What follows belongs to an exercise in optimizing a design on an open flow for small area, a short achievable clock period and few clock cycles per item; a production flow would make more cautious choices.
Function not checked in this run: the RTL went through the layout flow alone.
Power is estimated from default activity; no workload was simulated.

`flow/run.sh`:
```
#!/bin/bash
# synth_recipe.tcl (not shown) runs the flow's synth.tcl, then flattens the netlist and writes it again
# the make line also repeats each setting of config.mk as NAME=value (left out here)
make -C /OpenROAD-flow-scripts/flow DESIGN_CONFIG=/design/flow/config.mk WORK_HOME=/design/flow/orfs CLKGATE_MAP_FILE= SYNTH_SCRIPT=/design/flow/synth_recipe.tcl finish
```
`flow/config.mk`:
```
export PLATFORM = sky130hd
export DESIGN_NAME = b2bdu_idct_g
export DESIGN_NICKNAME = b2bdu_idct_g
export VERILOG_FILES = /design/flow/design.v
export SDC_FILE = /design/flow/constraint.sdc
export NUM_CORES = 4
export LEC_CHECK = 0
export CAP_MARGIN = 20
export CORE_MARGIN = 2
export CORE_UTILIZATION = 40
export PLACE_DENSITY = 0.6
export SLEW_MARGIN = 20
```
`flow/constraint.sdc`:
```
create_clock -name core_clock -period 13.0 [get_ports {clk}]
set_input_delay 2.6000 -clock core_clock [delete_from_list [all_inputs] [get_ports {clk}]]
set_output_delay 2.6000 -clock core_clock [all_outputs]
set_load 0.01 [all_outputs]
```
`flow/design.v`:
```
module idct_g_p1 (
    input  wire signed [15:0] b0, b2, b3, b4, b5, b6,
    output wire signed [16:0] s04, t2, t00, t01,
    output wire signed [17:0] t02, t03
);
    wire signed [17:0] x0 = b0, x2 = b2, x3 = b3, x4 = b4, x5 = b5, x6 = b6;
    assign s04 = x0 + x4;
    assign t2  = x0 - x4;
    assign t00 = x3 + x5;
    assign t01 = x3 - x5;
    assign t02 = x2 + (x2 >>> 2) + (x6 >>> 1);
    assign t03 = (x2 >>> 1) - x6 - (x6 >>> 2);
endmodule
module idct_g_p2 (
    input  wire signed [16:0] s04, t2, t00, t01,
    input  wire signed [17:0] t02, t03,
    input  wire signed [15:0] b1, b7,
    output wire signed [17:0] t0, t1, t11, t12, t3, t4, t5, t6
);
    wire signed [17:0] y04 = s04, y2 = t2, y00 = t00, y01 = t01, y1 = b1, y7 = b7;
    assign t0  = y04 + t02;
    assign t1  = y04 - t02;
    assign t11 = y2 + t03;
    assign t12 = y2 - t03;
    assign t3  = y1 + y00;
    assign t4  = y1 - y00;
    assign t5  = y01 + y7;
    assign t6  = y01 - y7;
endmodule
module idct_g_p3 (
    input  wire signed [17:0] t3, t4, t5, t6,
    output wire signed [18:0] t7, t8, t9, t10
);
    wire signed [18:0] y3 = t3, y4 = t4, y5 = t5, y6 = t6;
    assign t7  = y4 + y6 - (y6 >>> 2) - (y6 >>> 4);
    assign t8  = y4 - (y4 >>> 2) - (y4 >>> 4) - y6;
    assign t9  = y3 + (y3 >>> 2) - (y3 >>> 4) + (y5 >>> 2);
    assign t10 = (y3 >>> 2) - y5 - (y5 >>> 2) + (y5 >>> 4);
endmodule
module idct_g_p4 (
    input  wire signed [17:0] t0, t1, t11, t12,
    input  wire signed [18:0] t7, t8, t9, t10,
    output wire signed [19:0] o0, o1, o2, o3, o4, o5, o6, o7
);
    wire signed [19:0] e0 = t0, e1 = t1, e11 = t11, e12 = t12;
    assign o0 = e0  + t9;
    assign o1 = e11 + t7;
    assign o2 = e12 + t8;
    assign o3 = e1  + t10;
    assign o4 = e1  - t10;
    assign o5 = e12 - t8;
    assign o6 = e11 - t7;
    assign o7 = e0  - t9;
endmodule
module b2bdu_idct_g (
    input  wire        clk,
    input  wire        rst,         
    input  wire        in_valid,
    output wire        in_ready,
    input  wire [31:0] in_coef,     
    input  wire [7:0]  in_dst,      
    input  wire        in_add,      
    output wire        out_valid,
    input  wire        out_ready,
    output wire [7:0]  out_pix,     
    output wire [1:0]  out_err      
);
    integer j;
    reg signed [15:0] rc [0:63];    
    reg        [7:0]  rd [0:63];
    reg [5:0]  fk;           
    reg        fwait;        
    reg        phase;        
    reg [2:0]  rot;          
    reg        f_add, f_err1, f_err2;
    reg [3:0]  drows;        
    reg [7:0]  rsel;         
    reg [1:0]  derr;
    reg        dadd;
    reg [7:0]  bpix [0:15];  
    reg [1:0]  berr [0:1];
    reg [1:0]  bfull, brsv;
    reg        wp, rp;
    reg [2:0]  ri;
    reg        ov;
    reg [7:0]  opix;
    reg [1:0]  oerr;
    reg        s1_col, s1_row, s1_tgt, s1_first, s1_last;
    reg        s2_col, s2_row, s2_tgt, s2_first, s2_last;
    reg        s3_col, s3_row, s3_tgt, s3_first, s3_last;
    reg        s4_row, s4_tgt;
    wire bank_free   = ~bfull[wp] & ~brsv[wp];
    wire issue       = ~drows[3] & bank_free;
    wire phase_start = ~phase & (fk == 6'd56) & drows[3];
    wire rotate      = phase | phase_start;
    assign in_ready = ~fwait & (rotate ? (rot == fk[2:0]) :
                      (fk[5:3] != 3'd7) & (({1'b0, fk[5:3]} < drows) |
                                           ((fk[5:3] == drows[2:0]) & issue)));
    wire in_fire  = in_valid & in_ready;
    wire col_fire = in_fire & rotate;      
    assign out_valid = ov;
    assign out_pix   = opix;
    assign out_err   = oerr;
    wire coef_oor = ~((&in_coef[31:15]) | ~(|in_coef[31:15]));
    reg signed [15:0] ka [0:6];
    reg signed [15:0] kb7;
    reg        [7:0]  kd [0:7];
    reg signed [15:0] rrow_c [0:7];
    reg        [7:0]  rrow_d [0:7];
    always @(*) begin
        for (j = 0; j < 8; j = j + 1) begin
            rrow_c[j] = 16'sd0;
            rrow_d[j] = 8'd0;
        end
        for (j = 0; j < 64; j = j + 1) begin
            if (rsel[j >> 3]) begin
                rrow_c[(j + 3) & 7] = rrow_c[(j + 3) & 7] | rc[j];
                rrow_d[(j + 3) & 7] = rrow_d[(j + 3) & 7] | rd[j];
            end
        end
        for (j = 0; j < 7; j = j + 1)
            ka[j] = rotate ? rc[8*j] : rrow_c[j];
        kb7 = rotate ? $signed(in_coef[15:0]) : rrow_c[7];
        for (j = 0; j < 8; j = j + 1)
            kd[j] = rrow_d[j];
    end
    wire signed [16:0] p1_s04, p1_t2, p1_t00, p1_t01;
    wire signed [17:0] p1_t02, p1_t03;
    idct_g_p1 u_p1 (
        .b0(ka[0]), .b2(ka[2]), .b3(ka[3]), .b4(ka[4]), .b5(ka[5]), .b6(ka[6]),
        .s04(p1_s04), .t2(p1_t2), .t00(p1_t00), .t01(p1_t01),
        .t02(p1_t02), .t03(p1_t03)
    );
    reg signed [16:0] s1_s04, s1_t2, s1_t00, s1_t01;
    reg signed [17:0] s1_t02, s1_t03;
    reg signed [15:0] s1_b1, s1_b7;
    always @(posedge clk) begin
        s1_s04 <= p1_s04; s1_t2 <= p1_t2; s1_t00 <= p1_t00; s1_t01 <= p1_t01;
        s1_t02 <= p1_t02; s1_t03 <= p1_t03;
        s1_b1  <= ka[1];  s1_b7 <= kb7;
        s1_first <= (fk[2:0] == 3'd0);
        s1_last  <= (fk[2:0] == 3'd7);
        s1_tgt   <= wp;
    end
    wire signed [17:0] p2_t0, p2_t1, p2_t11, p2_t12, p2_t3, p2_t4, p2_t5, p2_t6;
    idct_g_p2 u_p2 (
        .s04(s1_s04), .t2(s1_t2), .t00(s1_t00), .t01(s1_t01),
        .t02(s1_t02), .t03(s1_t03), .b1(s1_b1), .b7(s1_b7),
        .t0(p2_t0), .t1(p2_t1), .t11(p2_t11), .t12(p2_t12),
        .t3(p2_t3), .t4(p2_t4), .t5(p2_t5), .t6(p2_t6)
    );
    reg signed [17:0] s2_t0, s2_t1, s2_t11, s2_t12, s2_t3, s2_t4, s2_t5, s2_t6;
    always @(posedge clk) begin
        s2_t0 <= p2_t0; s2_t1 <= p2_t1; s2_t11 <= p2_t11; s2_t12 <= p2_t12;
        s2_t3 <= p2_t3; s2_t4 <= p2_t4; s2_t5  <= p2_t5;  s2_t6  <= p2_t6;
        s2_first <= s1_first; s2_last <= s1_last; s2_tgt <= s1_tgt;
    end
    wire signed [18:0] p3_t7, p3_t8, p3_t9, p3_t10;
    idct_g_p3 u_p3 (
        .t3(s2_t3), .t4(s2_t4), .t5(s2_t5), .t6(s2_t6),
        .t7(p3_t7), .t8(p3_t8), .t9(p3_t9), .t10(p3_t10)
    );
    reg signed [17:0] s3_t0, s3_t1, s3_t11, s3_t12;
    reg signed [18:0] s3_t7, s3_t8, s3_t9, s3_t10;
    always @(posedge clk) begin
        s3_t0 <= s2_t0; s3_t1 <= s2_t1; s3_t11 <= s2_t11; s3_t12 <= s2_t12;
        s3_t7 <= p3_t7; s3_t8 <= p3_t8; s3_t9  <= p3_t9;  s3_t10 <= p3_t10;
        s3_first <= s2_first; s3_last <= s2_last; s3_tgt <= s2_tgt;
    end
    wire signed [19:0] ko [0:7];
    idct_g_p4 u_p4 (
        .t0(s3_t0), .t1(s3_t1), .t11(s3_t11), .t12(s3_t12),
        .t7(s3_t7), .t8(s3_t8), .t9(s3_t9), .t10(s3_t10),
        .o0(ko[0]), .o1(ko[1]), .o2(ko[2]), .o3(ko[3]),
        .o4(ko[4]), .o5(ko[5]), .o6(ko[6]), .o7(ko[7])
    );
    reg col_oor;
    always @(*) begin
        col_oor = 1'b0;
        for (j = 0; j < 8; j = j + 1)
            if (ko[j] < -20'sd32768 || ko[j] > 20'sd32767)
                col_oor = 1'b1;
    end
    wire wb       = s3_col;                
    wire complete = s3_col & s3_last;      
    reg signed [13:0] s4_r [0:7];
    always @(posedge clk) begin
        for (j = 0; j < 8; j = j + 1)
            s4_r[j] <= ko[j][19:6];
        s4_tgt <= s3_tgt;
    end
    reg        [7:0]  cd   [0:7];
    reg signed [14:0] csum [0:7];
    reg        [7:0]  cpix [0:7];
    always @(*) begin
        for (j = 0; j < 8; j = j + 1) begin
            cd[j]   = bpix[{s4_tgt, j[2:0]}];
            csum[j] = s4_r[j] + (dadd ? $signed({7'd0, cd[j]}) : 15'sd0);
            if (csum[j] < 0)
                cpix[j] = 8'd0;
            else if (csum[j] > 15'sd255)
                cpix[j] = 8'd255;
            else
                cpix[j] = csum[j][7:0];
        end
    end
    genvar gu, ge;
    generate
        for (gu = 0; gu < 8; gu = gu + 1) begin : g_row
            wire fill = (gu < 7) && in_fire && !rotate && (fk[5:3] == gu);
            for (ge = 0; ge < 8; ge = ge + 1) begin : g_ent
                always @(posedge clk) begin
                    if (rotate || fill) begin
                        if (ge < 7) begin
                            rc[8*gu+ge] <= (ge == 4 && wb) ? ko[gu][15:0] : rc[8*gu+ge+1];
                            rd[8*gu+ge] <= rd[8*gu+ge+1];
                        end else if (fill) begin
                            rc[8*gu+ge] <= $signed(in_coef[15:0]);
                            rd[8*gu+ge] <= in_dst;
                        end else begin
                            rc[8*gu+ge] <= rc[8*gu];
                            rd[8*gu+ge] <= (gu == 7 && col_fire) ? in_dst : rd[8*gu];
                        end
                    end
                end
            end
        end
    endgenerate
    always @(posedge clk) begin
        if (in_fire) begin
            fk <= fk + 6'd1;
            if (fk == 6'd63) fwait <= 1'b1;
            if (fk == 6'd0) begin
                f_add  <= in_add;
                f_err1 <= coef_oor;
            end else begin
                f_err1 <= f_err1 | coef_oor;
            end
        end
        if (rotate) begin
            phase <= 1'b1;
            rot   <= rot + 3'd1;
        end
        s1_col <= col_fire;
        s1_row <= issue;
        if (issue) begin
            drows <= drows + 4'd1;
            rsel  <= {rsel[6:0], rsel[7]};
            wp    <= ~wp;
            for (j = 0; j < 8; j = j + 1) bpix[{wp, j[2:0]}] <= kd[j];
        end
        s2_col <= s1_col; s2_row <= s1_row;
        s3_col <= s2_col; s3_row <= s2_row;
        s4_row <= s3_row;
        if (wb)
            f_err2 <= s3_first ? col_oor : (f_err2 | col_oor);
        if (complete) begin
            phase <= 1'b0;
            rot   <= 3'd0;
            fwait <= 1'b0;
            drows <= 4'd0;
            rsel  <= 8'd1;
            derr  <= f_err1 ? 2'd1 : ((f_err2 | col_oor) ? 2'd2 : 2'd0);
            dadd  <= f_add;
        end
        if (s4_row) begin
            if (derr == 2'd0)
                for (j = 0; j < 8; j = j + 1) bpix[{s4_tgt, j[2:0]}] <= cpix[j];
            berr[s4_tgt] <= derr;
        end
        if (!ov || out_ready) begin
            if (bfull[rp]) begin
                ov   <= 1'b1;
                opix <= bpix[{rp, ri}];
                oerr <= berr[rp];
                ri   <= ri + 3'd1;
                if (ri == 3'd7) rp <= ~rp;
            end else begin
                ov <= 1'b0;
            end
        end
        if (rst) begin
            fk     <= 6'd0;
            fwait  <= 1'b0;
            phase  <= 1'b0;
            rot    <= 3'd0;
            drows  <= 4'd8;
            s1_col <= 1'b0; s1_row <= 1'b0;
            s2_col <= 1'b0; s2_row <= 1'b0;
            s3_col <= 1'b0; s3_row <= 1'b0;
            s4_row <= 1'b0;
            wp     <= 1'b0;
            rp     <= 1'b0;
            ri     <= 3'd0;
            ov     <= 1'b0;
        end
    end
    wire rd_done = (!ov || out_ready) && bfull[rp] && (ri == 3'd7);
    always @(posedge clk) begin
        for (j = 0; j < 2; j = j + 1) begin
            if (rst) begin
                bfull[j] <= 1'b0;
                brsv[j]  <= 1'b0;
            end else begin
                if (issue && wp == j) brsv[j] <= 1'b1;
                else if (s4_row && s4_tgt == j) brsv[j] <= 1'b0;
                if (s4_row && s4_tgt == j) bfull[j] <= 1'b1;
                else if (rd_done && rp == j) bfull[j] <= 1'b0;
            end
        end
    end
endmodule
```
==> reports/results.ini <==
[routing]
vias=72300
antenna_left=0
drc=0
wl_per_cell_um=29.3
wirelength_mm=357
drtIter0Drc=9126
viasPerCell=5.93
firstDrtPassIters=6

[yosys]
synth_edf_count=1684
seq_area_frac_synth_pct=58.0
yosysTopAreaCell=edfxtp_1
postSynthCellCount=8406
synth_nets=9185
syn_avg_cell_area_um2=12.8
async_flop_share_pct=0
ys_types=88
netlist_area_mm2=0.107
synth_area_leaders=edfxtp_1 47%, dfxtp_1 11%, ha_1 6.3%
ys_warn_count=21
ys_ff_latch=2266
synth_top_cell_area_share_pct=47.2
synth_top_flop_cell=edfxtp_1

[clock_network]
htreeDepth=4
cts_hold_buf=0
cts-resized-gates=0
numCtsBuffers=234
cts.sinks=2266
cts.clk_slew.worst_paths_ns=0.06
cts_tree=built
cts-root-buf=clkbuf_16
clockBufferDepth=3
post-cts-setup-buffers=0
clk_latency_ns=0.95

[finish]
regArea_mm2=0.0623
final_common_cell=edfxtp_1
fillers=24100
layout-drive-gt1-share_pct=10.3
final_cell_mix=1684 x edfxtp_1, 626 x inv_1, 596 x nor2_1
area_growth_pct=12.1
stdcell_count=12200
design_area_mm2=0.120
nNetsFinal=9186
multiInputGateArea_mm2=0.0413

[grt]
grt_max_degree=113
grt_pass1_wl_mm=506
grt_overflow=0
antenna_found_initial=35
grt_pass1_vias=69600
grt_use_total_pct=25.6

[worst_setup_path]
setup.worst_path.start_class=flop
worstReg2RegStart=fk[0]$_SDFFE_PP0P_
crit_fanout=65
worst_r2r_endpoint=s1_t00[16]$_DFF_P_
crit_arrival_ns=4.19
crit_required_ns=10.40
reg2reg_depth=22
r2r_slack_ns=6.22
critPathKind=reg -> out
critical_path.endpoint_type=output pin

[die]
initial_core_util_pct=40.1
std_cell_rows=190
dieArea_mm2=0.272
io_pins=57
die_h_um=522
die_w_um=522
core_area_mm2=0.267

[timing]
rsz0062_at_grt=false
min_period_ns=6.79
slew_headroom_pct=16.2
worst_pin_slew_ns=1.25
hold_viol_final=0
setup_ws_ns=6.21
setup_tns_ns=0
skew_ns=0.156
fin_crit_sh_pct=52.2
slew_violations=0
clock.fmax_mhz=147
setup_viol=0

[min_path]
whs_endpoint=s3_t1[1]$_DFF_P_
min_from=s2_t1[1]$_DFF_P_
hold_depth=0
hold_class=reg -> reg

[placement]
place_ws_ns=5.86
dp_hpwl_mm=258
place_area_mm2=0.112
port_buffers=56
placedCellCount=11700
gp_congestion=0.958

[outcome]
status=finished clean

[power_and_ir_drop]
irDropWorstVdd_v=0.000125
p_leak_uw=0.0427
power.density_mw_per_mm2=128

[flow_run]
max-cap-violations=0

[flip-flops by register name, indices dropped and copies added, names as in the netlist, 18 cells and up]
name,flops
rc,1024
rd,512
bpix,128
s4_r,112
s3_t10,19
s3_t7,19
s3_t8,19
s3_t9,19
s1_t02,18
s1_t03,18
s2_t12,18
s2_t1,18
s2_t4,18
s2_t6,18
s3_t12,18
s3_t1,18
[how the worst max path moves through the flow]
stage | to | start | depth (start not counted) | slack, ns
final | in_ready | fk[4]$_SDFFE_PP0P_ | 7 | 6.21
after global placement | rc[21][2]$_DFFE_PP_ | in_valid | 7 | 5.95
after CTS | in_ready | fk[4]$_SDFFE_PP0P_ | 7 | 6.14
after detailed placement | rc[21][2]$_DFFE_PP_ | in_valid | 7 | 5.86
after floorplan | s1_t02[16]$_DFF_P_ | fk[5]$_SDFFE_PP0P_ | 16 | 2.73
after global routing | s1_t02[17]$_DFF_P_ | fk[0]$_SDFFE_PP0P_ | 22 | 5.95
[report_power, final]
group          internal (uW)  total [uW]  switching (uW)
clock network           4110        7150            3040
logic                    114         389             274
registers               7750        7810            60.2
[worst max-delay path: stages (launching register included)]
cell             delay (ns)
dfxtp_1                0.65
and3_1                 0.31
a31oi_4                0.14
inv_8                  0.39
buf_4                  0.58
nand4_1                0.18
a21oi_1                0.19
clkdlybuf4s50_1        0.62
[through the flow]
step	utilization, %	hold WS (ns)	total power, uW
4_1_cts	44.9	0.300	15400
3_5_place_dp	41.8	0.312	8330
6_report	45.0	0.299	15300
5_1_grt	45.0	0.300	15700
3_3_place_gp	41.8	0.310	8330
2_1_floorplan	-	0.310	8120
[layer usage]
layer  vias to the layer above  wire length [um]  track usage [%]
met3                       712             32600             5.07
met5                         -               186                0
met1                     36400            144000             34.6
met4                        18             23400             14.8
met2                      3800            157000             38.5
li1                      31400                 -                -
[layout make-up]
type,instances,area share (%)
Antenna cell,36,0.0750
Clock buffer,293,5.22
Multi-Input combinational cell,5114,34.4
Timing Repair Buffer,160,1.19
Sequential cell,2266,51.8
Clock inverter,147,1.63
Inverter,631,1.98
Tap cell,3552,3.70
[synth_stat cells, types with 113 or more instances]
cell      instances
a22oi_1         521
clkbuf_1        325
o21ai_0         178
fa_1            190
nor2b_1         131
dfxtp_1         582
mux2_2          290
ha_1            544
inv_1           627
o21bai_1        113
a22o_1          128
nor2_1          599
edfxtp_1       1684
xnor2_1         316
a21oi_1         415
a221oi_1        119
nand2_1         206
[cell families (layout without fill, tap and decap cells)]
kind of cell / Yosys count / after routing / share of synthesized area, %
AO/OA/AOI/OAI: 2032 / 2032 / 13.3
XOR/XNOR: 421 / 421 / 3.44
adder cells (fa/ha/maj): 734 / 734 / 9.90
buffers and inverters: 1026 / 1231 / 3.60
flip-flops: 2266 / 2266 / 58.0
multiplexers: 422 / 422 / 4.74
other: 0 / 36 / 0
AND/OR/NAND/NOR: 1505 / 1505 / 6.99

[what the ideal ports hide]
The results above use ideal ports. As a check the final layout listed here was re-extracted and re-timed, cells and wires unchanged. Step 1: set_driving_cell puts a clkbuf_16 on clk and a buf_2 on each other input, an assumption about the parent block. Step 2 also shifts input and output timing later by t, the mid clock arrival at the registers, as if the neighbouring blocks saw the same clock. a / b / c = no drivers / after step 1 / after step 2; a / b = the first two.
shift t [ns]: 0.982
setup slack, ns: 6.213 / 6.109 / 5.820
worst data-port slew with drivers (ns): 0.30
pins driven straight from the clock port: 1
After both steps setup and hold are still met in this run. The setup slack of this run moves by -0.104 ns with the drivers and by -0.393 ns with both steps.
